From an optimization exercise on the open Yosys and OpenROAD flow, aimed at small area; shortcuts taken in it are not production practice.
The RTL was checked by simulation tests, not by an equivalence proof against the original design.
No driver is modelled on the clock port, so clocking that relies on it looks cheaper here than on a real chip.
Power is estimated from default activity; no workload was simulated.

==> flow/design.v <==
module varint_dec (
    input  wire        clk,
    input  wire        rst,
    input  wire        dcmd_valid,
    output wire        dcmd_ready,
    input  wire        dcmd_w,
    input  wire        src_valid,
    output wire        src_ready,
    input  wire        src_eos,
    input  wire [7:0]  src_data,
    output wire        drsp_valid,
    input  wire        drsp_ready,
    output wire [1:0]  drsp_status,
    output wire [63:0] drsp_data
);
    localparam [3:0] S_IDLE = 4'b1010, S_OK = 4'b1100, S_EOS = 4'b1101, S_MAL = 4'b1110;
    reg [3:0]  st;
    reg        w;             
    reg [63:0] r;             
    wire idle = st[3] & ~st[2] & st[1];
    wire run  = ~(st[3] & (st[2] | st[1]));
    wire resp = st[3] & st[2];
    wire fire  = run & src_valid;
    wire cont  = src_data[7];
    wire lim   = w ? (st == 4'd9) : (st == 4'd4);
    wire wr    = fire & ~src_eos;
    wire clr   = fire & (src_eos | (cont & lim));
    wire first = wr & (st == 4'd0);
    wire nar   = wr & ~w & (st == 4'd4);    
    wire [6:0] dj = src_data[6:0];
    wire       s  = first ? dj[0] : r[63];
    wire [6:0] x  = dj ^ {7{s}};
    wire [5:0] bus_0 = {6{~clr}} & x[6:1];
    wire [6:0] bus_a = {7{~clr}} & (first ? {7{s}} : x);
    wire [6:0] bus_b = {7{~clr}} & (first ? {7{s}} : (w ? x : {7{x[4]}}));
    wire [9:0] gen;
    genvar i;
    generate
        for (i = 0; i < 10; i = i + 1) begin : g_en
            assign gen[i] = first | clr | (wr & (st == i));
        end
    endgenerate
    wire en_hi = first | clr | nar;
    wire [3:0] st_inc = {st[3] | (st[2] & st[1] & st[0]), st[2] ^ (st[1] & st[0]),
                         st[1] ^ st[0], ~st[0]};
    always @(posedge clk) begin
        if (rst)
            st <= S_IDLE;
        else if (idle) begin
            if (dcmd_valid) st <= 4'd0;
        end else if (resp) begin
            if (drsp_ready) st <= S_IDLE;
        end else if (src_valid) begin
            if (src_eos)   st <= S_EOS;
            else if (!cont) st <= S_OK;
            else if (lim)  st <= S_MAL;
            else           st <= st_inc;
        end
    end
    always @(posedge clk)
        if (idle) w <= dcmd_w;
    integer k;
    always @(posedge clk) begin
        if (gen[0]) r[5:0] <= bus_0;
        for (k = 6; k < 63; k = k + 1) begin
            if (gen[(k + 1) / 7] | (k >= 34 && nar))
                r[k] <= (k >= 32) ? bus_b[(k + 1) % 7] : bus_a[(k + 1) % 7];
        end
        if (en_hi) r[63] <= bus_b[4];
    end
    assign dcmd_ready  = idle;
    assign src_ready   = run;
    assign drsp_valid  = resp;
    assign drsp_status = st[1:0];
    assign drsp_data   = r;
endmodule
module varint_enc (
    input  wire        clk,
    input  wire        rst,
    input  wire        ecmd_valid,
    output wire        ecmd_ready,
    input  wire        ecmd_w,
    input  wire [63:0] ecmd_data,
    output wire        snk_valid,
    input  wire        snk_ready,
    input  wire        snk_err,
    output wire [7:0]  snk_data,
    output wire        ersp_valid,
    input  wire        ersp_ready,
    output wire [1:0]  ersp_status
);
    localparam [3:0] S_IDLE = 4'b1010, S_OK = 4'b1100, S_ERR = 4'b1111;
    reg [3:0]  st;
    reg        w;
    reg [63:0] v;
    wire idle = st[3] & ~st[2] & st[1];
    wire run  = ~(st[3] & (st[2] | st[1]));
    wire resp = st[3] & st[2];
    wire s = w ? v[63] : v[31];
    wire [9:1] diff;
    genvar h;
    generate
        for (h = 1; h <= 3; h = h + 1) begin : g_lo
            assign diff[h] = s ? ~&v[7*h+5:7*h-1] : |v[7*h+5:7*h-1];
        end
        for (h = 5; h <= 8; h = h + 1) begin : g_hi
            assign diff[h] = w & (s ? ~&v[7*h+5:7*h-1] : |v[7*h+5:7*h-1]);
        end
    endgenerate
    assign diff[4] = (s ? ~&v[31:27] : |v[31:27]) | (w & (s ? ~&v[33:32] : |v[33:32]));
    assign diff[9] = w & (v[62] ^ v[63]);
    wire [9:0] oh;
    genvar i;
    generate
        for (i = 0; i < 8; i = i + 1) begin : g_oh
            assign oh[i] = ~st[3] & (st[2:0] == i);
        end
    endgenerate
    assign oh[8] = st[3] & ~st[0];
    assign oh[9] = st[3] & st[0];
    wire [9:1] sfx;
    assign sfx[9] = diff[9];
    generate
        for (i = 8; i >= 1; i = i - 1) begin : g_sfx
            assign sfx[i] = sfx[i+1] | diff[i];
        end
    endgenerate
    wire more = |(oh[8:0] & sfx[9:1]);
    wire [6:0] seg [0:9];
    assign seg[0] = {v[5:0], 1'b0};
    assign seg[1] = v[12:6];
    assign seg[2] = v[19:13];
    assign seg[3] = v[26:20];
    assign seg[4] = {w ? v[33:32] : {2{s}}, v[31:27]};
    assign seg[5] = v[40:34];
    assign seg[6] = v[47:41];
    assign seg[7] = v[54:48];
    assign seg[8] = v[61:55];
    assign seg[9] = {{6{s}}, v[62]};
    reg [6:0] grp;
    integer k;
    always @(*) begin
        grp = 7'd0;
        for (k = 0; k < 10; k = k + 1)
            grp = grp | ({7{oh[k]}} & seg[k]);
    end
    wire [3:0] st_inc = {st[3] | (st[2] & st[1] & st[0]), st[2] ^ (st[1] & st[0]),
                         st[1] ^ st[0], ~st[0]};
    always @(posedge clk) begin
        if (rst)
            st <= S_IDLE;
        else if (idle) begin
            if (ecmd_valid) st <= 4'd0;
        end else if (resp) begin
            if (ersp_ready) st <= S_IDLE;
        end else if (snk_ready) begin
            if (snk_err)   st <= S_ERR;
            else if (more) st <= st_inc;
            else           st <= S_OK;
        end
    end
    always @(posedge clk)
        if (idle) begin
            v <= ecmd_data;
            w <= ecmd_w;
        end
    assign ecmd_ready  = idle;
    assign snk_valid   = run;
    assign snk_data    = {more, grp ^ {7{s}}};
    assign ersp_valid  = resp;
    assign ersp_status = {st[0], st[0]};
endmodule
module varint_codec (
    input  wire        clk,
    input  wire        rst,
    input  wire        dcmd_valid,
    output wire        dcmd_ready,
    input  wire        dcmd_w,
    input  wire        src_valid,
    output wire        src_ready,
    input  wire        src_eos,
    input  wire [7:0]  src_data,
    output wire        drsp_valid,
    input  wire        drsp_ready,
    output wire [1:0]  drsp_status,
    output wire [63:0] drsp_data,
    input  wire        ecmd_valid,
    output wire        ecmd_ready,
    input  wire        ecmd_w,
    input  wire [63:0] ecmd_data,
    output wire        snk_valid,
    input  wire        snk_ready,
    input  wire        snk_err,
    output wire [7:0]  snk_data,
    output wire        ersp_valid,
    input  wire        ersp_ready,
    output wire [1:0]  ersp_status
);
    varint_dec u_dec (
        .clk(clk), .rst(rst),
        .dcmd_valid(dcmd_valid), .dcmd_ready(dcmd_ready), .dcmd_w(dcmd_w),
        .src_valid(src_valid), .src_ready(src_ready), .src_eos(src_eos), .src_data(src_data),
        .drsp_valid(drsp_valid), .drsp_ready(drsp_ready),
        .drsp_status(drsp_status), .drsp_data(drsp_data)
    );
    varint_enc u_enc (
        .clk(clk), .rst(rst),
        .ecmd_valid(ecmd_valid), .ecmd_ready(ecmd_ready), .ecmd_w(ecmd_w), .ecmd_data(ecmd_data),
        .snk_valid(snk_valid), .snk_ready(snk_ready), .snk_err(snk_err), .snk_data(snk_data),
        .ersp_valid(ersp_valid), .ersp_ready(ersp_ready), .ersp_status(ersp_status)
    );
endmodule
==> flow/flow/run.sh <==
#!/bin/bash
# Standard layout (the standard.sh) with these changes:
# - synthesis maps the logic with an area-oriented ABC script
#   (flow/abc_area.script) instead of ORFS's speed script; everything else
#   in synthesis is the standard flow's own script (synth_recipe.tcl), unchanged, except
#   that half/full adders are left to ABC rather than mapped to adder cells,
# - port buffers are the smallest buffer cell (buf_1),
# - the clock tree is a small two-level tree built by flow/mantree_cts.tcl
#   (k-means clusters of the flip-flops, one sized buffer per cluster).
set -euo pipefail
HERE=$PWD
{
  cat <<'TCL'
proc abc {args} {
  set i [lsearch -exact $args -script]
  if {$i >= 0} { set args [lreplace $args $i+1 $i+1 $::env(AREA_ABC_SCRIPT)] }
  yosys abc {*}$args
}
TCL
  cat "$HERE/synth_recipe.tcl"
} > "$HERE/area_synth.tcl"
bash standard.sh \
  SYNTH_SCRIPT="$HERE/area_synth.tcl" AREA_ABC_SCRIPT="$HERE/flow/abc_area.script" ADDER_MAP_FILE= \
  BUFFER_PORTS_ARGS="-buffer_cell sky130_fd_sc_hd__buf_1" \
  CTS_ARGS="-sink_clustering_enable -repair_clock_nets -dont_use_dummy_load -buf_list sky130_fd_sc_hd__clkbuf_8" \
  PRE_CTS_TCL="$HERE/flow/mantree_cts.tcl" MANTREE_K=8 \
  finish > standard.log 2>&1
==> flow/flow/abc_area.script <==
strash
ifraig
dc2
drw
dc2
&get -n
&dch -f
&nf -p -a
&put
==> flow/flow/mantree.tcl <==
# Manual two-level clock tree: k-means clusters of the clock sinks, one
# buffer per cluster at its centroid, one root buffer driving the cluster
# buffers. Expects the design loaded, placed, not yet clock-buffered.
proc mantree_build { K leafm rootm } {
  set block [ord::get_db_block]
  set db [ord::get_db]
  set clknet [$block findNet clk]
  set sinks {}
  foreach it [$clknet getITerms] {
    set b [[$it getInst] getBBox]
    lappend sinks [list $it [expr {([$b xMin] + [$b xMax]) / 2.0}] [expr {([$b yMin] + [$b yMax]) / 2.0}]]
  }
  set n [llength $sinks]
  # init centers: sinks sorted by x+y, evenly spaced picks
  set sorted [lsort -real -index 1 $sinks]
  set cx {}; set cy {}
  for {set k 0} {$k < $K} {incr k} {
    set s [lindex $sorted [expr {int(($k + 0.5) * $n / $K)}]]
    lappend cx [lindex $s 1]; lappend cy [lindex $s 2]
  }
  for {set iter 0} {$iter < 30} {incr iter} {
    set sx [lrepeat $K 0.0]; set sy [lrepeat $K 0.0]; set cnt [lrepeat $K 0]
    set assign {}
    foreach s $sinks {
      set best -1; set bd 1e30
      for {set k 0} {$k < $K} {incr k} {
        set d [expr {abs([lindex $s 1] - [lindex $cx $k]) + abs([lindex $s 2] - [lindex $cy $k])}]
        if {$d < $bd} { set bd $d; set best $k }
      }
      lappend assign $best
      lset sx $best [expr {[lindex $sx $best] + [lindex $s 1]}]
      lset sy $best [expr {[lindex $sy $best] + [lindex $s 2]}]
      lset cnt $best [expr {[lindex $cnt $best] + 1}]
    }
    for {set k 0} {$k < $K} {incr k} {
      if {[lindex $cnt $k] > 0} {
        lset cx $k [expr {[lindex $sx $k] / [lindex $cnt $k]}]
        lset cy $k [expr {[lindex $sy $k] / [lindex $cnt $k]}]
      }
    }
  }
  puts "mantree: cluster sizes $cnt"
  set rootnet [odb::dbNet_create $block clknet_root]
  $rootnet setSigType CLOCK
  set leafnets {}
  set rx 0.0; set ry 0.0; set nk 0
  for {set k 0} {$k < $K} {incr k} {
    if {[lindex $cnt $k] == 0} { lappend leafnets {}; continue }
    set inst [odb::dbInst_create $block [$db findMaster $leafm] clkbuf_leaf_$k]
    set net [odb::dbNet_create $block clknet_leaf_$k]
    $net setSigType CLOCK
    [$inst findITerm A] connect $rootnet
    [$inst findITerm X] connect $net
    $inst setLocation [expr {int([lindex $cx $k])}] [expr {int([lindex $cy $k])}]
    $inst setPlacementStatus PLACED
    lappend leafnets $net
    set rx [expr {$rx + [lindex $cx $k]}]; set ry [expr {$ry + [lindex $cy $k]}]; incr nk
  }
  foreach s $sinks a $assign {
    set it [lindex $s 0]
    $it disconnect
    $it connect [lindex $leafnets $a]
  }
  set root [odb::dbInst_create $block [$db findMaster $rootm] clkbuf_root]
  [$root findITerm A] connect $clknet
  [$root findITerm X] connect $rootnet
  $root setLocation [expr {int($rx / $nk)}] [expr {int($ry / $nk)}]
  $root setPlacementStatus PLACED
}

# Resize each leaf buffer (and then the root) to the smallest size in sizes
# that keeps the slew at its flip-flop clock pins under target.
proc mantree_size { K sizes target } {
  estimate_parasitics -placement
  for {set k 0} {$k < $K} {incr k} {
    set inst [get_cells -quiet clkbuf_leaf_$k]
    if {$inst == ""} { continue }
    set net [get_nets clknet_leaf_$k]
    foreach m $sizes {
      replace_cell $inst $m
      estimate_parasitics -placement
      set mx 0
      foreach pin [get_pins -of_objects $net -filter "direction == input"] {
        set s [get_property $pin slew_max]
        if {$s > $mx} { set mx $s }
      }
      if {$mx <= $target} { break }
    }
    puts "mantree: leaf $k [get_property $inst ref_name] slew $mx"
  }
}
==> flow/flow/mantree_cts.tcl <==
# PRE_CTS hook: a small two-level clock tree in place of TritonCTS's H-tree.
# The flip-flops are split into MANTREE_K clusters by position (k-means); each
# cluster gets one buffer at its centroid, sized to the smallest clkbuf that
# keeps its clock pins' slew under 100 ps; one root buffer, driven by the
# clock port, drives the cluster buffers. TritonCTS is then told to skip
# these nets, and the rest of ORFS's CTS step (legalisation, timing repair)
# runs as usual.
source [file join [file dirname [info script]] mantree.tcl]
set mantree_k $::env(MANTREE_K)
mantree_build $mantree_k sky130_fd_sc_hd__clkbuf_8 sky130_fd_sc_hd__clkbuf_8
detailed_placement
set_propagated_clock [all_clocks]
mantree_size $mantree_k {sky130_fd_sc_hd__clkbuf_2 sky130_fd_sc_hd__clkbuf_4 sky130_fd_sc_hd__clkbuf_8 sky130_fd_sc_hd__clkbuf_16} 0.10
set skip {clk clknet_root}
for {set k 0} {$k < $mantree_k} {incr k} { lappend skip clknet_leaf_$k }
set_cts_config -skip_nets $skip
==> flow/standard.sh <==
#!/bin/bash
# synth_recipe.tcl (not shown) runs the flow's synth.tcl, then flattens the netlist and writes it again
# the make line also repeats each setting of config.mk as NAME=value (left out here)
make -C /OpenROAD-flow-scripts/flow DESIGN_CONFIG=/design/flow/config.mk WORK_HOME=/design/flow/orfs CLKGATE_MAP_FILE= SYNTH_SCRIPT=/design/flow/synth_recipe.tcl "${@:-finish}"
==> flow/config.mk <==
export PLATFORM = sky130hd
export DESIGN_NAME = varint_codec
export DESIGN_NICKNAME = varint_codec
export VERILOG_FILES = /design/flow/design.v
export SDC_FILE = /design/flow/constraint.sdc
export NUM_CORES = 4
export LEC_CHECK = 0
export CAP_MARGIN = 20
export CORE_MARGIN = 2
export CORE_UTILIZATION = 40
export SLEW_MARGIN = 20
==> flow/constraint.sdc <==
create_clock -name core_clock -period 5.0 [get_ports {clk}]
set_input_delay 1.0000 -clock core_clock [delete_from_list [all_inputs] [get_ports {clk}]]
set_output_delay 1.0000 -clock core_clock [all_outputs]
set_load 0.01 [all_outputs]
==> results of run 1 <==
-- layout by cell type, fill, tap and decap left out, drive strengths merged, types with 2 or more instances in the layout --
| master | netlist | layout |
|---|---|---|
| nor3 | 13 | 13 |
| a21oi | 29 | 29 |
| a22oi | 2 | 2 |
| a21o | 3 | 3 |
| mux2i | 2 | 2 |
| and3 | 3 | 3 |
| nand4 | 8 | 8 |
| o31ai | 5 | 5 |
| o21ai | 16 | 16 |
| nor4 | 10 | 10 |
| nand2b | 6 | 6 |
| clkbuf | 0 | 9 |
| a211oi | 4 | 4 |
| a32oi | 2 | 2 |
| nand2 | 19 | 19 |
| or3 | 2 | 2 |
| nor2b | 5 | 5 |
| a22o | 3 | 3 |
| a2111oi | 2 | 2 |
| a221oi | 10 | 10 |
| a31oi | 7 | 7 |
| xor2 | 10 | 10 |
| dfxtp | 8 | 8 |
| a31o | 2 | 2 |
| edfxtp | 130 | 130 |
| o21bai | 3 | 3 |
| or2 | 6 | 6 |
| clkinv | 9 | 9 |
| a21boi | 3 | 3 |
| nand3 | 16 | 16 |
| or4 | 3 | 3 |
| buf | 5 | 170 |
| nor2 | 25 | 25 |
| a222oi | 8 | 8 |
| xnor2 | 6 | 6 |
| nor4b | 2 | 2 |
-- flip-flops by register name, summed over array words and instances, names as in the netlist --
name,flops
u_dec.r,64
u_enc.st,4
u_dec.st,4
u_enc.v,64
u_dec.w,1
u_enc.w,1
-- cell families (layout without fill, tap and decap cells) --
family / Yosys count / count (layout) / share of synthesized area [%]
compound gates: 103 / 103 / 12.47
xor+xnor: 16 / 16 / 2.498
buf+inv: 14 / 188 / 1.271
flops: 138 / 138 / 72.44
mux: 2 / 2 / 0.3568
simple gates: 120 / 120 / 10.97
-- routing by layer --
layer | track usage [%] | routed length (µm)
met3 | 1.998 | 1019
met5 | 0 | 0
met1 | 25.48 | 6098
met4 | 3.305 | 278
met2 | 28.99 | 6505
-- cell type report --
| cell class | count | area (µm²) |
|---|---|---|
| fillers | 1282 | 7128 |
| well taps | 180 | 225.2 |
| multi-input cells | 241 | 1496 |
| repair buffers | 170 | 656.9 |
| inverters | 9 | 33.78 |
| flip-flops and latches | 138 | 4064 |
| plain buffers | 9 | 168.9 |
-- through the flow --
stage | util [%] | instances | setup slack [ps]
after floorplan | - | 393 | 496.4
after global routing | 48.25 | 747 | 599.8
after global placement | 46.95 | 738 | 875.5
final | 48.25 | 747 | 821.1
after detailed placement | 47.02 | 738 | 743.4
after CTS | 48.25 | 747 | 855.5
-- power by group through the flow --
| stage | sequential [mW] | combinational (mW) | clock (mW) |
|---|---|---|---|
| 3_3_place_gp | 2.13 | 1.24 | 0 |
| 6_report | 2.12 | 1.27 | 0.553 |
| 4_1_cts | 2.11 | 1.27 | 0.569 |
| 2_1_floorplan | 2.09 | 0.802 | 0 |
| 3_5_place_dp | 2.14 | 1.27 | 0 |
| 5_1_grt | 2.16 | 1.40 | 0.608 |
-- tightest hold or removal path, delay by kind of cell, from the launching register on --
family	cells	cell delay, ps
DFF	1	430
and+or+nand+nor	1	100
AOI/OAI and AO/OA	1	60
-- path summary, 6_finish.rpt --
kind | start | end | slack [ps] | depth (start not counted)
worst max-delay path | u_enc.w | snk_data[7] | 820 | 8
worst min-delay path | u_dec.st[0] | u_dec.st[0] | 630 | 2
worst max register to register | u_dec.st[1] | u_dec.r[53] | 1030 | 9
worst min register to register | u_dec.st[0] | u_dec.st[0] | 630 | 2
==> qor.csv, run 1 <==
metric,value,unit
syn_inst,393,
synth.cell_area,0.005610,mm²
p_per_area,593.0,mW/mm²
ant_nets,0,
tns,0,ps
diodes,0,
fin_skew,11.90,ps
power,3.941,mW
cp_max_fo,11,
io_pins,166,
portBuffers,165,
crit_arrival,3180,ps
ys_seq_area_share,72.44,%
synth-edff-count,130,
slew_headroom,35.80,%
hold_path_class,flop to flop,
crit_type,flop to output port,
num_vias,4107,
die_h,122.4,µm
slew_violations,0,
drc_errors,0,
wl_per_cell,18.61,µm
netSwitchingFraction,38.02,%
crit_family,simple AND/OR/NAND/NOR gates,
yosys_warnings,2,
seq_power_share,53.8,%
end_kind,output port,
critical-path-slowest-cell,edfxtp_1,
post-route-period-util,83.58,%
pwr-share-clk,14.0,%
tightest_slew,954.2,ps
power.internal,2.443,mW
status,finished clean,
final_layout_size_suffix_gt1_share,3.175,%
yosysTopAreaCell,edfxtp_1,
placed_cell_area,0.006476,mm²
overflow,0,
post_synth_num_cell_types,41,
die_x,122.4,µm
first_pass_iters,8,
finish.instance_area,0.006645,mm²
synthMostInstantiatedCell,edfxtp_1,
rsz0062_at_grt,no,
leakagePower,2.063,nW
cts-resized-gates,0,
layout.nets,653,
fp-row-count,43,
hpwl,10670,µm
cp_slowest_stage_delay,590,ps
gp_congestion,0.9319,
fin_crit,4179,ps
cp_cell_sequence,mux2i_2 -> or3_1 -> a31o_1 -> nor4_1 -> o21ai_0 -> a211oi_1 -> nor2_1 -> buf_1,
cts_hold_buf,0,
cp-start-kind,flop,
grt_usage,17.59,%
hold_viol_final,0,
drtIter0Drc,435,
grt_first_pass_wirelength,20490,µm
area_delta_synth_final,18.44,%
grt_max_degree,37,
synthTopCellsByArea,"edfxtp_1, dfxtp_1, a21oi_1",
wl,13900,µm
fmax,0.2393,GHz
grt_pass1_vias,3777,
routed_via_density,5.498,
clock_latency,410,ps
synth_common_cells,"edfxtp_1, a21oi_1, nor2_1",
cts_setup_buffers,0,
power.switching,1.498,mW
grt_antenna_before_repair,0,
synth_top_area_share,69.58,%
synth_fp_nets,477,
core-area,0.01377,mm²
cp_data_required_time,4000,ps
async_reset_ff_share,0,%
setup_viol,0,
clkTransAtPathRegs,80,ps
cap_violations,0,
initial_core_util,40.73,%
cp_num_buf_inv,1,
die_area,0.01499,mm²
whs,627.5,ps
syn_avg_cell_area,14.28,µm²
ys_ff_latch,138,
ys.flop_type,edfxtp_1,
pwr-share-comb,32.1,%
vdd_ir_drop_max,540.1,µV
==> inputs of run 2 (changes only) <==
--- a/flow/design.v
+++ b/flow/design.v
@@ -32,7 +32,7 @@
     wire [6:0] x  = dj ^ {7{s}};
     wire [5:0] bus_0 = {6{~clr}} & x[6:1];
     wire [6:0] bus_a = {7{~clr}} & (first ? {7{s}} : x);
-    wire [6:0] bus_b = {7{~clr}} & (first ? {7{s}} : (w ? x : {7{x[4]}}));
+    wire [6:0] bus_b = w ? bus_a : {7{bus_a[4]}};
     wire [9:0] gen;
     genvar i;
     generate
==> flow/flow/run.sh (replaced) <==
#!/bin/bash
# Standard layout (the standard.sh) with these changes:
# - synthesis maps the logic with several area-oriented ABC scripts
#   (flow/abc_*.script, see flow/best_abc.tcl) and keeps the smallest result,
#   instead of ORFS's speed script; everything else
#   in synthesis is the standard flow's own script (synth_recipe.tcl), unchanged, except
#   that half/full adders are left to ABC rather than mapped to adder cells,
# - port buffers are the smallest buffer cell (buf_1),
# - the clock tree is a small two-level tree built by flow/mantree_cts.tcl
#   (k-means clusters of the flip-flops, one sized buffer per cluster).
set -euo pipefail
HERE=$PWD
{
  cat "$HERE/flow/best_abc.tcl"
  cat "$HERE/synth_recipe.tcl"
} > "$HERE/area_synth.tcl"
bash standard.sh \
  SYNTH_SCRIPT="$HERE/area_synth.tcl" AREA_ABC_SCRIPTS="$(ls "$HERE"/flow/abc_*.script | tr '\n' ' ')" ADDER_MAP_FILE= \
  BUFFER_PORTS_ARGS="-buffer_cell sky130_fd_sc_hd__buf_1" \
  CTS_ARGS="-sink_clustering_enable -repair_clock_nets -dont_use_dummy_load -buf_list sky130_fd_sc_hd__clkbuf_8" \
  PRE_CTS_TCL="$HERE/flow/mantree_cts.tcl" MANTREE_K=8 \
  finish > standard.log 2>&1
==> flow/flow/abc_b4.script (new file) <==
strash
dc2
&get -n
&dch -f
&nf -p -a
&put
==> flow/flow/abc_c2.script (new file) <==
strash
dc2
&get -n
&dch -f
&nf -p -a -R 1000
&put
==> flow/flow/abc_c6.script (new file) <==
strash
ifraig
dc2
drw
dc2
&get -n
&dch -f
&nf -p -a
&put
==> flow/flow/abc_d2.script (new file) <==
strash
ifraig
dc2
drw
balance
dc2
drf
dc2
&get -n
&dch -f
&nf -p -a -R 1000
&put
==> flow/flow/abc_ds1.script (new file) <==
strash
&get -n
&deepsyn -T 20 -S 1
&put
&get -n
&dch -f
&nf -p -a
&put
==> flow/flow/abc_ds7.script (new file) <==
strash
&get -n
&deepsyn -T 20 -S 7
&put
&get -n
&dch -f
&nf -p -a
&put
==> flow/flow/abc_e2.script (new file) <==
strash
ifraig
scorr
dc2
drw
dc2
if -K 4
mfs
strash
dc2
&get -n
&dch -f
&nf -p -a
&put
==> flow/flow/best_abc.tcl (new file) <==
# Replaces yosys's abc command during synthesis: maps the logic once with
# each ABC script in $::env(AREA_ABC_SCRIPTS) and keeps the mapping with the
# smallest cell area. Flip-flops are mapped before abc and are untouched.
proc abc {args} {
  set i [lsearch -exact $args -script]
  set lib [lindex $args [expr {[lsearch -exact $args -liberty] + 1}]]
  set best_area 1e30
  set best ""
  yosys design -save pre_abc
  foreach script $::env(AREA_ABC_SCRIPTS) {
    yosys design -load pre_abc
    set a $args
    if {$i >= 0} { set a [lreplace $a $i+1 $i+1 $script] }
    yosys abc {*}$a
    set f $::env(OBJECTS_DIR)/abc_area_stat.txt
    yosys tee -q -o $f stat -liberty $lib
    set fh [open $f r]; set txt [read $fh]; close $fh
    regexp {Chip area for module [^:]*: ([0-9.]+)} $txt -> area
    puts "best_abc: [file tail $script] area $area"
    if {$area < $best_area} {
      set best_area $area
      set best $script
      yosys design -save best_abc
    }
  }
  yosys design -load best_abc
  puts "best_abc: chose [file tail $best] area $best_area"
}
removed: flow/flow/abc_area.script
==> run 2 against run 1 <==
Still clean. Via count fell by 3.6%. Sequential cell count did not move. Cell area decreased by 1.5%. Critical path type unchanged. Largest cell class unchanged.
==> qor.csv, run 2 <==
metric,value,unit
syn_inst,377,
dp.cells,718,
power.internal,2.565,mW
grt_pass1_vias,3668,
setup_viol,0,
fmax,0.2442,GHz
die_x,121.6,µm
clkTransAtPathRegs,80,ps
cts_setup_buffers,0,
whs,613.6,ps
pwr-share-clk,13.1,%
overflow,0,
io_pins,166,
num-fill-cells,1218,
pwr-share-comb,31.0,%
yosysTopAreaCell,edfxtp_1,
clock_latency,420,ps
gp_congestion,0.9525,
drtIter0Drc,349,
ys.flop_type,edfxtp_1,
rsz0062_at_grt,no,
ys_ff_latch,138,
wl,13080,µm
synthMostInstantiatedCell,edfxtp_1,
routed_via_density,5.437,
crit_type,flop to output port,
vdd_ir_drop_max,407.7,µV
power.switching,1.556,mW
slew_violations,0,
netSwitchingFraction,37.76,%
cp_data_required_time,4000,ps
cts_hold_buf,0,
synth.cell_area,0.005529,mm²
num_vias,3958,
ant_nets,0,
hold_path_class,flop to flop,
layout.nets,638,
post_synth_num_cell_types,44,
reg_top3,"u_dec.r (64), u_enc.v (64)",
cp-start-kind,flop,
tightest_slew,1059,ps
synth-edff-count,130,
core-area,0.01335,mm²
synth_common_cells,"edfxtp_1, nand2_1, o21ai_0",
async_reset_ff_share,0,%
seq_power_share,55.9,%
die_area,0.01478,mm²
mostFrequentLayoutCells,"buf_1, edfxtp_1, nand2_1",
wl_per_cell,17.97,µm
die_h,121.6,µm
hpwl,10170,µm
p_per_area,629.9,mW/mm²
hold_viol_final,0,
initial_core_util,41.42,%
leakagePower,2.084,nW
synthTopCellsByArea,"edfxtp_1, dfxtp_1, o21ai_0",
drc_errors,0,
area_delta_synth_final,18.35,%
grt_first_pass_wirelength,19550,µm
cts-resized-gates,0,
fin_skew,18.16,ps
grt_antenna_before_repair,0,
post-route-period-util,81.89,%
synth_top_area_share,70.60,%
final_layout_size_suffix_gt1_share,2.899,%
cp_max_fo,11,
grt_usage,16.95,%
ys_seq_area_share,73.50,%
end_kind,output port,
slew_headroom,28.75,%
tns,0,ps
status,finished clean,
crit_arrival,3090,ps
final_cells,728,
first_pass_iters,6,
yosys_warnings,2,
cap_violations,0,
synth_fp_nets,461,
final_common_cell,buf_1,
diodes,0,
portBuffers,165,
fin_crit,4094,ps
grt_max_degree,42,
fp-row-count,42,
syn_avg_cell_area,14.67,µm²
==> run 2: cell types whose count changed after synthesis, sizes merged, moves of 5 or more <==
cell   before  now
nor2       25   19
nand2      19   24
o21ai      16   24
nand4       8   15
a31oi       7    0
or2         6    1
nand3      16   11
a21oi      29   18
xor2       10    3
==> run 2: final cells by class <==
cell class	count	area (µm²)	share of cell area, %
Buffer	9	168.9	2.581
Timing Repair Buffer	171	661.9	10.11
Tap cell	176	220.2	3.365
Sequential cell	138	4064	62.10
Inverter	10	37.54	0.5736
Multi-Input combinational cell	224	1391	21.26
==> run 2: path summary, 6_finish.rpt <==
kind | from | to | slack [ps] | cells after the start
worst max-delay path | u_enc.v[63] | snk_data[7] | 910 | 7
worst min register to register | u_enc.st[2] | u_enc.st[2] | 610 | 2
worst max register to register | u_dec.w | u_dec.r[33] | 1430 | 9
worst min-delay path | u_enc.st[2] | u_enc.st[2] | 610 | 2
==> run 2: worst max-delay path, stage by stage (launching register included) <==
cell      delay [ps]
edfxtp_1         600
mux2i_1          760
nand3_1          170
a22o_1           290
a22o_1           180
a22oi_1          400
clkinv_1         120
buf_1            140
==> run 2: kinds of logic (layout without fill, tap and decap cells) <==
logic type | after synthesis | in the layout | share of synthesized area, %
buf+inv | 15 | 190 | 1.358
simple gates | 118 | 118 | 11.36
xor+xnor | 9 | 9 | 1.426
flops | 138 | 138 | 73.50
mux | 1 | 1 | 0.1810
compound gates | 96 | 96 | 12.18
==> run 2: routing by layer <==
metal | share of wire [%] | GRT usage, %
met1 | 42 | 22.05
met2 | 49 | 30.37
met3 | 7.1 | 2.154
met4 | 2.6 | 4.023
met5 | 0 | 0
==> run 2: power groups by stage <==
stage                     clock (mW)  sequential (mW)  combinational (mW)
after floorplan                    0             2.26               0.782
after global placement             0             2.32                1.28
after detailed placement           0             2.32                1.28
after CTS                      0.560             2.30                1.29
after global routing           0.598             2.36                1.42
final                          0.540             2.31                1.28
==> run 2: through the flow <==
stage | worst slack, ps | instance area, µm² | power (mW) | util, %
after global placement | 1096 | 6370 | 3.600 | 47.72
after CTS | 913.1 | 6539 | 4.144 | 48.99
after global routing | 670.0 | 6544 | 4.374 | 49.03
after detailed placement | 1141 | 6370 | 3.601 | 47.72
final | 905.6 | 6544 | 4.122 | 49.03
after floorplan | 1118 | 5529 | 3.042 | -
==> inputs of run 3 (changes only) <==
--- a/flow/flow/run.sh
+++ b/flow/flow/run.sh
@@ -18,5 +18,5 @@
   SYNTH_SCRIPT="$HERE/area_synth.tcl" AREA_ABC_SCRIPTS="$(ls "$HERE"/flow/abc_*.script | tr '\n' ' ')" ADDER_MAP_FILE= \
   BUFFER_PORTS_ARGS="-buffer_cell sky130_fd_sc_hd__buf_1" \
   CTS_ARGS="-sink_clustering_enable -repair_clock_nets -dont_use_dummy_load -buf_list sky130_fd_sc_hd__clkbuf_8" \
-  PRE_CTS_TCL="$HERE/flow/mantree_cts.tcl" MANTREE_K=8 \
+  PRE_CTS_TCL="$HERE/flow/mantree_cts.tcl" MANTREE_K=12 MANTREE_SLEW=0.11 \
   finish > standard.log 2>&1
==> flow/flow/abc_ds_i4.script (new file) <==
strash
ifraig
dc2
&get -n
&deepsyn -T 20 -S 1
&put
&get -n
&dch -f
&nf -p -a -R 1000
&put
==> flow/flow/abc_ds_j2.script (new file) <==
strash
ifraig
dc2
&get -n
&deepsyn -T 20 -S 2
&put
&get -n
&dch -f
&nf -p -a -R 1000
&put
==> flow/flow/abc_ds_j3.script (new file) <==
strash
ifraig
dc2
&get -n
&deepsyn -T 20 -S 3
&put
&get -n
&dch -f
&nf -p -a -R 1000
&put
==> flow/flow/mantree_cts.tcl (replaced) <==
# PRE_CTS hook: a small two-level clock tree in place of TritonCTS's H-tree.
# The flip-flops are split into MANTREE_K clusters by position (k-means); each
# cluster gets one buffer at its centroid, sized to the smallest clkbuf that
# keeps its clock pins' slew under MANTREE_SLEW (ns); one root buffer, driven by the
# clock port, drives the cluster buffers. TritonCTS is then told to skip
# these nets, and the rest of ORFS's CTS step (legalisation, timing repair)
# runs as usual.
source [file join [file dirname [info script]] mantree.tcl]
set mantree_k $::env(MANTREE_K)
mantree_build $mantree_k sky130_fd_sc_hd__clkbuf_8 sky130_fd_sc_hd__clkbuf_8
detailed_placement
set_propagated_clock [all_clocks]
mantree_size $mantree_k {sky130_fd_sc_hd__clkbuf_2 sky130_fd_sc_hd__clkbuf_4 sky130_fd_sc_hd__clkbuf_8 sky130_fd_sc_hd__clkbuf_16} $::env(MANTREE_SLEW)
set skip {clk clknet_root}
for {set k 0} {$k < $mantree_k} {incr k} { lappend skip clknet_leaf_$k }
set_cts_config -skip_nets $skip
removed: flow/flow/abc_b4.script
removed: flow/flow/abc_c6.script
==> run 3 against run 2 <==
Critical path type unchanged. Combinational power is 12% lower. Area after synthesis hardly changed. Via count is 2.6% higher. Power is 8.3% lower.
==> qor.csv, run 3 <==
metric,value,unit
fin_skew,21.32,ps
ys_seq_area_share,73.55,%
synth_common_cells,"edfxtp_1, nand2_1, a21oi_1",
ff2ff_path_depth,12,
whs_path_depth,2,
fp-row-count,42,
crit_family,multiplexers,
cts-resized-gates,0,
tightest_slew,1111,ps
pwr-share-comb,29.9,%
fmax,0.2580,GHz
ys.flop_type,edfxtp_1,
mostFrequentLayoutCells,"buf_1, edfxtp_1, nand2_1",
synthMostInstantiatedCell,edfxtp_1,
r2r-start,u_dec.w,
utilization,48.90,%
synth_fp_nets,479,
power.switching,1.417,mW
yosysTopAreaCell,edfxtp_1,
cts_hold_buf,0,
whs,605.9,ps
grt_max_degree,50,
cp-start-kind,flop,
status,finished clean,
area_delta_synth_final,18.14,%
crit_arrival,2880,ps
die_x,121.5,µm
min_to,u_dec.st[2],
pwr-share-clk,13.3,%
final_common_cell,buf_1,
portBuffers,165,
wl_per_cell,19.02,µm
grt_usage,18.55,%
die_area,0.01477,mm²
drc_errors,0,
die_h,121.5,µm
crit_type,flop to output port,
hold_viol_final,0,
ant_nets,0,
hold_path_class,flop to flop,
power.internal,2.362,mW
fin_crit,3876,ps
p_per_area,579.0,mW/mm²
multi_input_comb_area,0.001401,mm²
hpwl,10650,µm
synth_top_area_share,70.65,%
reg_top3,"u_dec.r (64), u_enc.v (64)",
final_cells,750,
vdd_ir_drop_max,198.6,µV
tns,0,ps
cp_max_fo,10,
cp_slowest_stage_delay,790,ps
synth-edff-count,130,
gp_congestion,0.8712,
first_pass_iters,7,
clkTransAtPathRegs,90,ps
core-area,0.01335,mm²
power,3.779,mW
io_pins,166,
slew_headroom,25.12,%
netSwitchingFraction,37.49,%
drtIter0Drc,412,
post-route-period-util,77.53,%
post_synth_num_cell_types,36,
syn_avg_cell_area,13.99,µm²
cp_data_required_time,4000,ps
cap_violations,0,
diodes,0,
final_layout_size_suffix_gt1_share,3.484,%
critical-path-slowest-cell,mux2i_1,
ys_ff_latch,138,
clock_latency,410,ps
leakagePower,2.123,nW
regArea,0.004064,mm²
r2r_end,u_dec.r[62],
synthTopCellsByArea,"edfxtp_1, dfxtp_1, a21oi_1",
routed_via_density,5.413,
layout.nets,660,
wl,14270,µm
dp.cells,737,
grt_first_pass_wirelength,21310,µm
worstHoldStart,u_dec.st[2],
initial_core_util,41.39,%
overflow,0,
setup_viol,0,
num-fill-cells,1234,
cts_setup_buffers,0,
async_reset_ff_share,0,%
seq_power_share,56.8,%
reg2reg_setup_slack,1500,ps
synth.cell_area,0.005525,mm²
end_kind,output port,
cp_num_buf_inv,1,
yosys_warnings,2,
cp_cell_sequence,mux2i_1 -> o311ai_0 -> nand2_1 -> a21oi_1 -> o21ai_0 -> buf_1,
slew_violations,0,
grt_antenna_before_repair,0,
rsz0062_at_grt,no,
syn_inst,395,
num_vias,4060,
grt_pass1_vias,3944,
run 3: cell types whose count changed after synthesis, sizes merged, moves of 5 or more:
cell and change:
nor3 -5, nor2 +6, nand2 +12, nand3 +8, a21oi +12, a221oi -6
run 3: worst max-delay path by stage:
stage	slack, ps	endpoint	depth (start not counted)	startpoint
floorplan	230	snk_valid	3	u_enc.st[1]
global placement	1020	u_dec.r[48]	13	src_valid
detailed placement	900	u_dec.r[48]	13	src_valid
CTS	1170	snk_data[7]	6	u_enc.v[63]
global route	880	snk_data[7]	6	u_enc.v[63]
finish	1120	snk_data[7]	6	u_enc.v[63]
run 3: logic make-up (layout without fill, tap and decap cells):
kind of cell / Yosys count / in the layout / synth area share [%]
multiplexers: 1 / 1 / 0.1812
AND/OR/NAND/NOR: 144 / 144 / 13.13
XOR/XNOR: 9 / 9 / 1.427
flip-flops: 138 / 138 / 73.55
AO/OA/AOI/OAI: 90 / 90 / 10.48
buffers and inverters: 13 / 192 / 1.223
run 3: power by group through the flow:
stage / Sequential, mW / Combinational, mW / Clock, mW
2_1_floorplan: 2.09 / 0.718 / 0
3_3_place_gp: 2.16 / 1.12 / 0
3_5_place_dp: 2.15 / 1.13 / 0
4_1_cts: 2.14 / 1.14 / 0.524
5_1_grt: 2.19 / 1.25 / 0.571
6_report: 2.14 / 1.13 / 0.503
run 3: worst min-delay path: cells and delay by family (launching register included):
family                 cells  cell delay [ps]
DFF                        1              400
buffers and inverters      1              100
AOI/OAI and AO/OA          1               70
run 3: per-layer routing:
layer	global-route usage [%]	vias up	routed length (µm)
met1	26.93	1964	6197
li1	-	1901	-
met2	30.02	174	6653
met5	0	-	0
met3	3.277	21	1178
met4	3.089	0	236
run 3: stage by stage:
step	area, µm²	setup slack (ps)
floorplan	5525	227.6
global placement	6380	1019
detailed placement	6380	905.0
CTS	6528	1166
global route	6528	877.8
finish	6528	1124
run 3: area by class of cell:
class,count,area share [%]
flip-flops and latches,138,62.26
multi-input cells,244,21.47
repair buffers,171,10.18
well taps,176,3.374
plain buffers,13,2.262
inverters,8,0.4600
==> inputs of run 4 (changes only) <==
--- a/flow/flow/run.sh
+++ b/flow/flow/run.sh
@@ -18,5 +18,5 @@
   SYNTH_SCRIPT="$HERE/area_synth.tcl" AREA_ABC_SCRIPTS="$(ls "$HERE"/flow/abc_*.script | tr '\n' ' ')" ADDER_MAP_FILE= \
   BUFFER_PORTS_ARGS="-buffer_cell sky130_fd_sc_hd__buf_1" \
   CTS_ARGS="-sink_clustering_enable -repair_clock_nets -dont_use_dummy_load -buf_list sky130_fd_sc_hd__clkbuf_8" \
-  PRE_CTS_TCL="$HERE/flow/mantree_cts.tcl" MANTREE_K=12 MANTREE_SLEW=0.11 \
+  PRE_CTS_TCL="$HERE/flow/mantree_cts.tcl" MANTREE_KS="8 10 12 14 16" MANTREE_SLEW=0.12 \
   finish > standard.log 2>&1
==> flow/flow/abc_ds_j13.script (new file) <==
strash
ifraig
dc2
&get -n
&deepsyn -T 20 -S 13
&put
&get -n
&dch -f
&nf -p -a -R 1000
&put
==> flow/flow/abc_ds_k11.script (new file) <==
strash
dc2
drw
&get -n
&deepsyn -T 20 -S 11
&put
&get -n
&dch -f
&nf -p -a
&put
--- a/flow/flow/mantree.tcl
+++ b/flow/flow/mantree.tcl
@@ -89,3 +89,64 @@
     puts "mantree: leaf $k [get_property $inst ref_name] slew $mx"
   }
 }
+
+# Resize the root buffer to the smallest size in sizes that keeps every
+# flip-flop clock pin's slew under target.
+proc mantree_size_root { sizes target } {
+  set inst [get_cells clkbuf_root]
+  foreach m $sizes {
+    replace_cell $inst $m
+    estimate_parasitics -placement
+    set mx 0
+    foreach pin [get_pins -hierarchical */CLK] {
+      set s [get_property $pin slew_max]
+      if {$s > $mx} { set mx $s }
+    }
+    if {$mx <= $target} { break }
+  }
+  puts "mantree: root [get_property $inst ref_name] slew $mx"
+}
+
+# Total area of the tree's buffers.
+proc mantree_area {} {
+  set a 0
+  foreach inst [get_cells clkbuf_*] {
+    set a [expr {$a + [get_property [get_lib_cells */[get_property $inst ref_name]] area]}]
+  }
+  return $a
+}
+
+# Remove the tree again: every sink back on the clock net.
+proc mantree_undo { K } {
+  set block [ord::get_db_block]
+  set clknet [$block findNet clk]
+  for {set k 0} {$k < $K} {incr k} {
+    set net [$block findNet clknet_leaf_$k]
+    if {$net == "NULL" || $net == ""} { continue }
+    set inst [$block findInst clkbuf_leaf_$k]
+    foreach it [$net getITerms] {
+      if {[$it getInst] != $inst} { $it disconnect; $it connect $clknet }
+    }
+    odb::dbInst_destroy $inst
+    odb::dbNet_destroy $net
+  }
+  odb::dbInst_destroy [$block findInst clkbuf_root]
+  odb::dbNet_destroy [$block findNet clknet_root]
+}
+
+# Save / restore every instance's placement, so trials leave no trace.
+proc mantree_save_place {} {
+  set saved {}
+  foreach inst [[ord::get_db_block] getInsts] {
+    lappend saved [list $inst [$inst getLocation] [$inst getOrient] [$inst getPlacementStatus]]
+  }
+  return $saved
+}
+proc mantree_restore_place { saved } {
+  foreach s $saved {
+    lassign $s inst loc orient status
+    $inst setLocation [lindex $loc 0] [lindex $loc 1]
+    $inst setOrient $orient
+    $inst setPlacementStatus $status
+  }
+}
==> flow/flow/mantree_cts.tcl (replaced) <==
# PRE_CTS hook: a small two-level clock tree in place of TritonCTS's H-tree.
# The flip-flops are split into K clusters by position (k-means); each
# cluster gets one buffer at its centroid, sized to the smallest clkbuf that
# keeps its clock pins' slew under MANTREE_SLEW (ns); one root buffer, driven
# by the clock port, drives the cluster buffers and is sized the same way
# (clkbuf_4 at least).
# Each K in MANTREE_KS is tried and the one with the least buffer area kept.
# TritonCTS is then told to skip these nets, and the rest of ORFS's CTS step
# (legalisation, timing repair) runs as usual.
source [file join [file dirname [info script]] mantree.tcl]
set sizes {sky130_fd_sc_hd__clkbuf_2 sky130_fd_sc_hd__clkbuf_4 sky130_fd_sc_hd__clkbuf_8 sky130_fd_sc_hd__clkbuf_16}
set target $::env(MANTREE_SLEW)
set_propagated_clock [all_clocks]
set saved [mantree_save_place]
set best_k 0
set best_a 1e30
foreach k $::env(MANTREE_KS) {
  mantree_build $k sky130_fd_sc_hd__clkbuf_8 sky130_fd_sc_hd__clkbuf_8
  detailed_placement
  mantree_size $k $sizes $target
  mantree_size_root [lrange $sizes 1 end] $target
  set a [mantree_area]
  puts "mantree: K $k area $a"
  if {$a < $best_a} { set best_a $a; set best_k $k }
  mantree_undo $k
  mantree_restore_place $saved
}
puts "mantree: chose K $best_k"
mantree_build $best_k sky130_fd_sc_hd__clkbuf_8 sky130_fd_sc_hd__clkbuf_8
detailed_placement
mantree_size $best_k $sizes $target
mantree_size_root [lrange $sizes 1 end] $target
set skip {clk clknet_root}
for {set k 0} {$k < $best_k} {incr k} { lappend skip clknet_leaf_$k }
set_cts_config -skip_nets $skip
==> run 4 against run 3 <==
Sequential cell count did not move. Die area did not move. Largest power group unchanged. Critical endpoint unchanged. First-iteration DRC count rose by 48%. Worst hold slack got worse by 4.8 ps. Critical path type unchanged. Synthesized cell count did not move. Critical path depth did not move. Cell area fell by 0.21%. Area after synthesis did not move. Power barely moved. Sequential share of layout area rose by 0.13 points. Sequential power barely moved.
==> qor.csv, run 4 <==
metric,value,unit
regArea,0.004064,mm²
grt_usage,19.23,%
mostFrequentLayoutCells,"buf_1, edfxtp_1, nand2_1",
slew_headroom,30.19,%
syn_avg_cell_area,13.99,µm²
final_common_cell,buf_1,
multi_input_comb_area,0.001401,mm²
grt_first_pass_wirelength,22070,µm
vdd_ir_drop_max,244.7,µV
drc_errors,0,
post_synth_num_cell_types,36,
async_reset_ff_share,0,%
core-area,0.01335,mm²
ant_nets,0,
die_area,0.01477,mm²
hold_viol_final,0,
power,3.778,mW
first_pass_iters,5,
cap_violations,0,
die_x,121.5,µm
tightest_slew,1036,ps
cp_max_fo,10,
num_vias,4151,
post-route-period-util,81.87,%
ys_ff_latch,138,
synth_top_area_share,70.65,%
grt_antenna_before_repair,1,
yosys_warnings,2,
setup_viol,0,
end_kind,output port,
wl,14990,µm
cp-start-kind,flop,
initial_core_util,41.39,%
fin_crit,4093,ps
leakagePower,2.122,nW
area_delta_synth_final,17.89,%
layout.nets,663,
critical-path-slowest-cell,mux2i_1,
rsz0062_at_grt,no,
ys.flop_type,edfxtp_1,
clock_latency,560,ps
syn_inst,395,
die_h,121.5,µm
fp-row-count,42,
clkTransAtPathRegs,120,ps
io_pins,166,
cp_slowest_stage_delay,800,ps
synth_common_cells,"edfxtp_1, nand2_1, a21oi_1",
portBuffers,165,
crit_arrival,3090,ps
grt_max_degree,50,
drtIter0Drc,611,
synth_fp_nets,479,
cts-resized-gates,0,
overflow,0,
hpwl,10650,µm
fin_skew,30.19,ps
cts_setup_buffers,0,
status,finished clean,
final_layout_size_suffix_gt1_share,3.986,%
p_per_area,580.0,mW/mm²
crit_type,flop to output port,
wl_per_cell,19.86,µm
slew_violations,0,
yosysTopAreaCell,edfxtp_1,
fmax,0.2443,GHz
cp_cell_sequence,mux2i_1 -> o311ai_0 -> nand2_1 -> a21oi_1 -> o21ai_0 -> buf_1,
synthMostInstantiatedCell,edfxtp_1,
num-fill-cells,1250,
tns,0,ps
cp_data_required_time,4000,ps
reg_top3,"u_dec.r (64), u_enc.v (64)",
hold_path_class,input pin to flop,
grt_pass1_vias,4007,
gp_congestion,0.8712,
cts_hold_buf,0,
routed_via_density,5.498,
synth-edff-count,130,
ys_seq_area_share,73.55,%
synth.cell_area,0.005525,mm²
synthTopCellsByArea,"edfxtp_1, dfxtp_1, a21oi_1",
-- run 4: cell types whose count changed in the layout (fill, tap and decap cells not counted) --
cell / delta
diode_2: +2
clkbuf_4: +4
clkbuf_8: -5
clkbuf_2: +4
-- run 4: where the power goes --
| group | total [mW] | leakage [nW] | switching, mW | internal (mW) |
|---|---|---|---|---|
| Sequential | 2.15 | 1.31 | 0.345 | 1.80 |
| Clock | 0.477 | 0.0755 | 0.327 | 0.151 |
| Combinational | 1.15 | 0.741 | 0.783 | 0.371 |
| Total | 3.78 | 2.12 | 1.45 | 2.32 |
-- run 4: worst paths after layout --
check / cells past startpoint / startpoint / slack (ps) / endpoint
setup / recovery: 6 / u_enc.v[63] / 910 / snk_data[7]
hold / removal: 1 / ecmd_data[33] / 600 / u_enc.v[33]
setup reg to reg: 12 / u_dec.w / 1460 / u_dec.r[55]
hold reg to reg: 2 / u_dec.st[0] / 620 / u_dec.st[0]
-- run 4: critical path: cells and delay by family (launching register included) --
family / cells / cell delay [ps]
DFF: 1 / 590
AOI/OAI and AO/OA: 3 / 820
and+or+nand+nor: 1 / 130
muxes: 1 / 800
buffers and inverters: 1 / 240
-- run 4: cell families (layout without fill, tap and decap cells) --
family                 Yosys count  count (layout)  synth area share (%)
other                            0               2                     0
AO/OA/AOI/OAI                   90              90                 10.48
multiplexers                     1               1                0.1812
flip-flops                     138             138                 73.55
AND/OR/NAND/NOR                144             144                 13.13
XOR/XNOR                         9               9                 1.427
buffers and inverters           13             195                 1.223
-- run 4: stage by stage --
step | hold WS (ps) | util (%) | worst slack (ps) | area, µm² | instances
final | 601.2 | 48.80 | 906.6 | 6514 | 755
after global routing | 557.4 | 48.76 | 725.5 | 6509 | 753
after CTS | 557.5 | 48.73 | 978.0 | 6504 | 752
after detailed placement | 590.9 | 47.80 | 905.0 | 6380 | 737
after global placement | 588.4 | 47.80 | 1019 | 6380 | 737
after floorplan | 501.6 | - | 227.6 | 5525 | 395
-- run 4: area by class of cell --
class / count / share of cell area (%)
Buffer: 15 / 1.902
Antenna cell: 2 / 0.07683
Tap cell: 176 / 3.381
Timing Repair Buffer: 172 / 10.28
Multi-Input combinational cell: 244 / 21.51
Inverter: 8 / 0.4610
Sequential cell: 138 / 62.39
-- run 4: per-layer routing --
layer / share of wire (%) / GRT usage, % / vias to the layer above
met5: 0 / 0 / -
met4: 1.3 / 2.874 / 0
met3: 9.4 / 3.418 / 19
met2: 47 / 31.64 / 218
met1: 42 / 27.57 / 2002
li1: - / - / 1912
==> inputs of run 5 (changes only) <==
--- a/flow/design.v
+++ b/flow/design.v
@@ -97,18 +97,29 @@
     wire run  = ~(st[3] & (st[2] | st[1]));
     wire resp = st[3] & st[2];
     wire s = w ? v[63] : v[31];
-    wire [9:1] diff;
+    wire [9:1] a1, a0;
+    assign a1[9] = &v[63:62];
+    assign a0[9] = ~|v[63:62];
     genvar h;
     generate
-        for (h = 1; h <= 3; h = h + 1) begin : g_lo
-            assign diff[h] = s ? ~&v[7*h+5:7*h-1] : |v[7*h+5:7*h-1];
-        end
-        for (h = 5; h <= 8; h = h + 1) begin : g_hi
-            assign diff[h] = w & (s ? ~&v[7*h+5:7*h-1] : |v[7*h+5:7*h-1]);
-        end
-    endgenerate
-    assign diff[4] = (s ? ~&v[31:27] : |v[31:27]) | (w & (s ? ~&v[33:32] : |v[33:32]));
-    assign diff[9] = w & (v[62] ^ v[63]);
+        for (h = 8; h >= 5; h = h - 1) begin : g_hi
+            assign a1[h] = a1[h+1] & (&v[7*h+5:7*h-1]);
+            assign a0[h] = a0[h+1] & ~|v[7*h+5:7*h-1];
+        end
+    endgenerate
+    wire a1_up = ~w | (a1[5] & (&v[33:32]));
+    wire a0_up = ~w | (a0[5] & ~|v[33:32]);
+    assign a1[4] = a1_up & (&v[31:27]);
+    assign a0[4] = a0_up & ~|v[31:27];
+    generate
+        for (h = 3; h >= 1; h = h - 1) begin : g_lo
+            assign a1[h] = a1[h+1] & (&v[7*h+5:7*h-1]);
+            assign a0[h] = a0[h+1] & ~|v[7*h+5:7*h-1];
+        end
+    endgenerate
+    wire [9:1] sfx;
+    assign sfx[9:5] = {5{w}} & ~(a1[9:5] | a0[9:5]);
+    assign sfx[4:1] = ~(a1[4:1] | a0[4:1]);
     wire [9:0] oh;
     genvar i;
     generate
@@ -118,13 +129,6 @@
     endgenerate
     assign oh[8] = st[3] & ~st[0];
     assign oh[9] = st[3] & st[0];
-    wire [9:1] sfx;
-    assign sfx[9] = diff[9];
-    generate
-        for (i = 8; i >= 1; i = i - 1) begin : g_sfx
-            assign sfx[i] = sfx[i+1] | diff[i];
-        end
-    endgenerate
     wire more = |(oh[8:0] & sfx[9:1]);
     wire [6:0] seg [0:9];
     assign seg[0] = {v[5:0], 1'b0};
--- a/flow/flow/run.sh
+++ b/flow/flow/run.sh
@@ -18,5 +18,5 @@
   SYNTH_SCRIPT="$HERE/area_synth.tcl" AREA_ABC_SCRIPTS="$(ls "$HERE"/flow/abc_*.script | tr '\n' ' ')" ADDER_MAP_FILE= \
   BUFFER_PORTS_ARGS="-buffer_cell sky130_fd_sc_hd__buf_1" \
   CTS_ARGS="-sink_clustering_enable -repair_clock_nets -dont_use_dummy_load -buf_list sky130_fd_sc_hd__clkbuf_8" \
-  PRE_CTS_TCL="$HERE/flow/mantree_cts.tcl" MANTREE_KS="8 10 12 14 16" MANTREE_SLEW=0.12 \
+  PRE_CTS_TCL="$HERE/flow/mantree_cts.tcl" MANTREE_KS="8 10 12 14 16" MANTREE_SLEW=0.11 \
   finish > standard.log 2>&1
==> run 5 against run 4 <==
Still clean. Sequential cell count did not move. Cell area decreased by 0.79%. Cell count is 1.9% lower. Sequential share of layout area up 0.50 points. Combinational power is about 10% higher. Area after synthesis down 0.29%. Global-route usage decreased by 1.0 points. Power is 4.7% higher. Core utilization down 0.38 points. Worst hold slack improved by 6.7 ps. Synthesized cell count decreased by 0.25%. Clock skew down 4.6 ps. Critical endpoint unchanged.
==> qor.csv, run 5 <==
metric,value,unit
status,finished clean,
clock_latency,510,ps
synthMostInstantiatedCell,edfxtp_1,
grt_pass1_vias,3838,
grt_max_degree,37,
synthTopCellsByArea,"edfxtp_1, nand2_1, dfxtp_1",
vdd_ir_drop_max,319.5,µV
grt_usage,18.19,%
ys_seq_area_share,73.77,%
crit_family,simple AND/OR/NAND/NOR gates,
hold_path_class,flop to flop,
crit_cells,10,
hpwl,10460,µm
layout.nets,651,
num_vias,4094,
tightest_slew,1013,ps
yosysTopAreaCell,edfxtp_1,
cts-resized-gates,0,
critical-path-slowest-cell,or4_1,
final_layout_size_suffix_gt1_share,2.124,%
syn_inst,394,
cp_max_fo,3,
synth.cell_area,0.005509,mm²
cp_data_required_time,4000,ps
crit_type,flop to output port,
yosys_warnings,2,
fp-row-count,42,
wl_per_cell,18.87,µm
routed_via_density,5.525,
synth_fp_nets,478,
ff2ff_path_depth,12,
cp_cell_sequence,nand4_1 -> nor2_1 -> nand4_1 -> or3_1 -> or4_1 -> o31ai_1 -> o211ai_1 -> a32oi_1 -> clkinv_1 -> buf_1,
fin_crit,4519,ps
cp-start-kind,flop,
drc_errors,0,
slew_headroom,31.78,%
reg_top3,"u_dec.r (64), u_enc.v (64)",
drtIter0Drc,529,
wl,13980,µm
final_common_cell,buf_1,
cts_setup_buffers,0,
power,3.954,mW
synth_common_cells,"edfxtp_1, nand2_1, nor2_1",
post-route-period-util,90.39,%
ys_ff_latch,138,
placed_cell_area,0.006334,mm²
cp_common_cell,nand4_1,
cp_slowest_stage_delay,570,ps
gp_congestion,0.9652,
die_area,0.01473,mm²
io_pins,166,
portBuffers,165,
cts_hold_buf,0,
p_per_area,611.8,mW/mm²
ant_nets,0,
async_reset_ff_share,0,%
cap_violations,0,
clkTransAtPathRegs,110,ps
ys.flop_type,edfxtp_1,
diodes,0,
crit_arrival,3520,ps
syn_avg_cell_area,13.98,µm²
setup_viol,0,
core-area,0.01335,mm²
area_delta_synth_final,17.31,%
fin_skew,25.64,ps
synth-edff-count,130,
whs_path_depth,2,
leakagePower,2.087,nW
slew_violations,0,
finish.instance_area,0.006462,mm²
initial_core_util,41.27,%
num-fill-cells,1228,
mostFrequentLayoutCells,"buf_1, edfxtp_1, nand2_1",
overflow,0,
hold_viol_final,0,
end_kind,output port,
synth_top_area_share,70.86,%
first_pass_iters,9,
tns,0,ps
grt_antenna_before_repair,1,
post_synth_num_cell_types,38,
die_x,121.4,µm
cp_num_buf_inv,2,
rsz0062_at_grt,no,
die_h,121.4,µm
fmax,0.2213,GHz
grt_first_pass_wirelength,21020,µm
-- run 5: cell count changes in the layout (fill, tap and decap cells not counted), sizes merged, moves of 3 or more --
cell	previous run	this run
nor4	12	6
a221oi	1	4
clkbuf	16	9
buf	171	167
a21oi	30	14
nand2b	11	6
nor2	25	34
and2	5	2
nand2	36	43
o21ai	21	25
nor3	6	11
-- run 5: per-layer routing --
metal  wire, µm  up-vias  global-route usage (%)
met5         15        -                       0
li1           -     1883                       -
met4        421        2                   4.598
met3       1159       33                   2.256
met1       5703     1948                   24.90
met2       6685      228                   30.93
-- run 5: path summary, 6_finish.rpt --
check / slack [ps] / to / from
max: 480 / snk_data[7] / u_enc.v[59]
min: 610 / u_dec.st[0] / u_dec.st[0]
max reg2reg: 1330 / u_enc.st[2] / u_enc.v[59]
min reg2reg: 610 / u_dec.st[0] / u_dec.st[0]
-- run 5: cells by family after synthesis --
logic type,synth area share [%]
compound gates,10.67
xor+xnor,1.431
buf+inv,1.158
flops,73.77
mux,0.1817
simple gates,12.79
-- run 5: stage by stage --
step | instances | hold WS (ps) | utilization, % | setup WS, ps
after floorplan | 394 | 521.7 | - | 184.6
after global placement | 732 | 577.6 | 47.45 | 1274
after detailed placement | 732 | 577.5 | 47.45 | 1098
after CTS | 741 | 608.7 | 48.42 | 495.9
after global routing | 741 | 613.2 | 48.42 | 313.0
final | 741 | 607.8 | 48.42 | 480.7
-- run 5: area by class of cell --
| type | instances | area, µm² | share of cell area [%] |
|---|---|---|---|
| buffer | 9 | 128.9 | 1.994 |
| multi-input combinational | 244 | 1389 | 21.49 |
| timing repair buffer | 167 | 634.4 | 9.816 |
| inverter | 7 | 26.28 | 0.4066 |
| tap | 176 | 220.2 | 3.408 |
| sequential | 138 | 4064 | 62.88 |
-- run 5: where the power goes --
part	internal, mW	leakage (nW)	total [mW]	switching [mW]
clock network	0.169	0.0673	0.477	0.308
registers	1.88	1.31	2.21	0.327
logic	0.380	0.712	1.27	0.889
total	2.43	2.09	3.95	1.52
-- run 5: worst register-to-register path, cell delays in order, from the launching register on --
cell	delay (ps)
edfxtp_1	420
nand4_1	130
nor2_1	130
nand4_1	120
or3_1	450
or4_1	570
o31ai_1	250
o211ai_1	140
a32oi_1	480
clkinv_1	180
a311o_1	380
a21oi_1	210
a32o_1	190
==> inputs of run 6 (changes only) <==
--- a/flow/design.v
+++ b/flow/design.v
@@ -22,11 +22,20 @@
     wire resp = st[3] & st[2];
     wire fire  = run & src_valid;
     wire cont  = src_data[7];
-    wire lim   = w ? (st == 4'd9) : (st == 4'd4);
+    wire [9:0] gi;
+    genvar i;
+    generate
+        for (i = 0; i < 8; i = i + 1) begin : g_gi
+            assign gi[i] = ~st[3] & (st[2:0] == i);
+        end
+    endgenerate
+    assign gi[8] = st[3] & ~st[0];
+    assign gi[9] = st[3] & st[0];
+    wire lim   = w ? gi[9] : gi[4];
     wire wr    = fire & ~src_eos;
     wire clr   = fire & (src_eos | (cont & lim));
-    wire first = wr & (st == 4'd0);
-    wire nar   = wr & ~w & (st == 4'd4);    
+    wire first = wr & gi[0];
+    wire nar   = wr & ~w & gi[4];    
     wire [6:0] dj = src_data[6:0];
     wire       s  = first ? dj[0] : r[63];
     wire [6:0] x  = dj ^ {7{s}};
@@ -34,10 +43,9 @@
     wire [6:0] bus_a = {7{~clr}} & (first ? {7{s}} : x);
     wire [6:0] bus_b = w ? bus_a : {7{bus_a[4]}};
     wire [9:0] gen;
-    genvar i;
     generate
         for (i = 0; i < 10; i = i + 1) begin : g_en
-            assign gen[i] = first | clr | (wr & (st == i));
+            assign gen[i] = first | clr | (wr & gi[i]);
         end
     endgenerate
     wire en_hi = first | clr | nar;
==> flow/flow/abc_ds_t1.script (new file) <==
strash
ifraig
dc2
&get -n
&deepsyn -T 20 -S 1 -t
&put
&get -n
&dch -f
&nf -p -a -R 1000
&put
==> flow/flow/abc_ds_t5.script (new file) <==
strash
ifraig
dc2
&get -n
&deepsyn -T 20 -S 5 -t
&put
&get -n
&dch -f
&nf -p -a -R 1000
&put
==> flow/flow/abc_ds_t9.script (new file) <==
strash
ifraig
dc2
&get -n
&deepsyn -T 20 -S 9 -t
&put
&get -n
&dch -f
&nf -p -a -R 1000
&put
==> run 6 against run 5 <==
Critical path type unchanged. Core utilization grew 0.23 points. Still clean on timing, DRC and antenna. First-iteration DRC count up 1.7%. Area after synthesis shrank 0.45%. Highest routed layer unchanged.
==> qor.csv, run 6 <==
metric,value,unit
status,finished clean,
finish.instance_area,0.006467,mm²
final_layout_size_suffix_gt1_share,4.233,%
ys.flop_type,edfxtp_1,
slew_violations,0,
cp_slowest_stage_delay,590,ps
setup_viol,0,
first_pass_iters,5,
vdd_ir_drop_max,224.8,µV
layout.nets,653,
slew_headroom,32.25,%
synth.cell_area,0.005484,mm²
clock_latency,570,ps
diodes,0,
gp_congestion,0.8684,
tightest_slew,1006,ps
power,3.944,mW
clkTransAtPathRegs,100,ps
cts_setup_buffers,0,
grt_pass1_vias,3900,
num-fill-cells,1265,
post-route-period-util,80.15,%
synth_fp_nets,468,
drtIter0Drc,538,
hpwl,10610,µm
ys_seq_area_share,74.10,%
die_area,0.01466,mm²
crit_type,flop to output port,
wl_per_cell,19.34,µm
grt_usage,18.58,%
syn_inst,384,
tns,0,ps
cp-start-kind,flop,
synthTopCellsByArea,"edfxtp_1, dfxtp_1, a222oi_1",
crit_arrival,3010,ps
hold_path_class,input pin to flop,
fin_crit,4007,ps
synthMostInstantiatedCell,edfxtp_1,
synth_common_cells,"edfxtp_1, nand2_1, nor2_1",
cts-resized-gates,0,
die_h,121.1,µm
fin_skew,50.92,ps
drc_errors,0,
final_cells,743,
placed_cell_area,0.006339,mm²
post_synth_num_cell_types,39,
yosysTopAreaCell,edfxtp_1,
yosys_warnings,2,
critical-path-slowest-cell,dfxtp_1,
cp_common_cell,nor2_1,
grt_antenna_before_repair,1,
dp.cells,726,
die_x,121.1,µm
ys_ff_latch,138,
initial_core_util,41.25,%
io_pins,166,
synth-edff-count,130,
fp-row-count,42,
wl,14370,µm
leakagePower,2.103,nW
rsz0062_at_grt,no,
end_kind,output port,
mostFrequentLayoutCells,"buf_1, edfxtp_1, nand2_1",
core-area,0.01330,mm²
p_per_area,609.9,mW/mm²
cts_hold_buf,0,
area_delta_synth_final,17.93,%
overflow,0,
final_common_cell,buf_1,
utilization,48.64,%
synth_top_area_share,71.18,%
hold_viol_final,0,
cp_data_required_time,4000,ps
ant_nets,0,
cp_cell_sequence,nand2b_1 -> nor2_1 -> a31oi_1 -> o21ai_0 -> nor2_1 -> nand2_1 -> a22oi_1 -> clkinv_1 -> buf_1,
syn_avg_cell_area,14.28,µm²
async_reset_ff_share,0,%
grt_first_pass_wirelength,21490,µm
grt_max_degree,66,
cap_violations,0,
portBuffers,165,
fmax,0.2495,GHz
num_vias,4120,
routed_via_density,5.545,
cp_max_fo,12,
reg_top3,"u_dec.r (64), u_enc.v (64)",
run 6: cell count changes after synthesis, moves of 3 or more:
cell      previous run  this run
nand2_1             43        33
a222oi_1             8        15
a21oi_1             14        20
a22oi_1              6         1
nand2b_1             6        11
nor2_1              34        29
a221oi_1             4         1
nand4_1             11         8
nor4_1               6         9
run 6: path summary, 6_finish.rpt:
path | start | endpoint | slack, ps | depth (start not counted)
hold / removal | ecmd_data[54] | u_enc.v[54] | 590 | 1
setup reg to reg | u_dec.st[0] | u_dec.r[32] | 1130 | 14
setup / recovery | u_enc.st[3] | snk_data[7] | 990 | 9
hold reg to reg | u_dec.st[1] | u_dec.st[1] | 610 | 2
run 6: layout make-up:
cell class | instances | area, µm² | share of cell area [%]
buffer | 17 | 128.9 | 1.993
inverter | 6 | 22.52 | 0.3482
tap | 176 | 220.2 | 3.405
sequential | 138 | 4064 | 62.84
multi-input combinational | 235 | 1368 | 21.15
timing repair buffer | 171 | 664.4 | 10.27
run 6: power breakdown:
group	internal (mW)	switching (mW)	total, mW
combinational	0.410	0.876	1.29
clock	0.155	0.329	0.484
sequential	1.84	0.331	2.17
run 6: cell families (layout without fill, tap and decap cells):
group | Yosys count | in the layout | share of synthesized area [%]
DFF | 138 | 138 | 74.10
and+or+nand+nor | 136 | 136 | 12.05
buffers and inverters | 11 | 194 | 1.095
AOI/OAI and AO/OA | 91 | 91 | 11.48
xor gates and xnor gates | 8 | 8 | 1.278
run 6: metal layers:
| metal | share of wire, % | GRT usage (%) | vias up |
|---|---|---|---|
| met1 | 44 | 27.58 | 1961 |
| met2 | 45 | 29.32 | 236 |
| met4 | 2.0 | 3.561 | 2 |
| met3 | 8.5 | 2.773 | 24 |
| met5 | 0.090 | 0 | - |
| li1 | - | - | 1897 |
run 6: per-stage QoR:
stage                     setup WS, ps  hold slack, ps
after CTS                        988.0           533.7
after global placement            1081           575.9
final                            992.6           591.6
after detailed placement         924.0           586.4
after floorplan                  227.8           518.6
after global routing             627.1           542.0
run 6: worst max-delay path, delay by kind of cell, from the launching register on:
family,cells,cell delay (ps)
AO/OA/AOI/OAI,3,850
flip-flops,1,590
buffers and inverters,2,260
AND/OR/NAND/NOR,4,740

[port drivers added, routing unchanged]
In the flow no input, the clock included, has a driving cell. The finished layouts below were timed again as built, in two steps.
Step 1, drivers: a clkbuf_16 drives clk and a buf_2 each remaining input, both assumed.
Step 2 times the ports against the registers' clock, not the clock port: input delays grow and output delays shrink by t, the midpoint of the rising clock arrivals with the driver on.
a / b / c = ideal / step 1 / step 2; a / b = the first two.
| run | shift t [ns] | setup WS [ns] | worst setup path after step 2 | worst data-port slew with drivers (ns) |
|---|---|---|---|---|
| run 1 | 0.444 | 0.821 / 0.785 / 0.722 | input to register | 0.06 |
| run 2 | 0.441 | 0.906 / 0.871 / 1.115 | input to register | 0.07 |
| run 3 | 0.439 | 1.124 / 1.087 / 0.828 | input to register | 0.06 |
| run 4 | 0.574 | 0.907 / 0.867 / 0.800 | input to register | 0.09 |
| run 5 | 0.529 | 0.481 / 0.445 / 0.974 | register to output | 0.07 |
| run 6 | 0.579 | 0.993 / 0.959 / 0.801 | input to register | 0.05 |
After both steps every run listed still meets setup and hold. The setup slack of run 3, which loses most, moves by -0.037 ns with the drivers and by -0.296 ns with both steps.
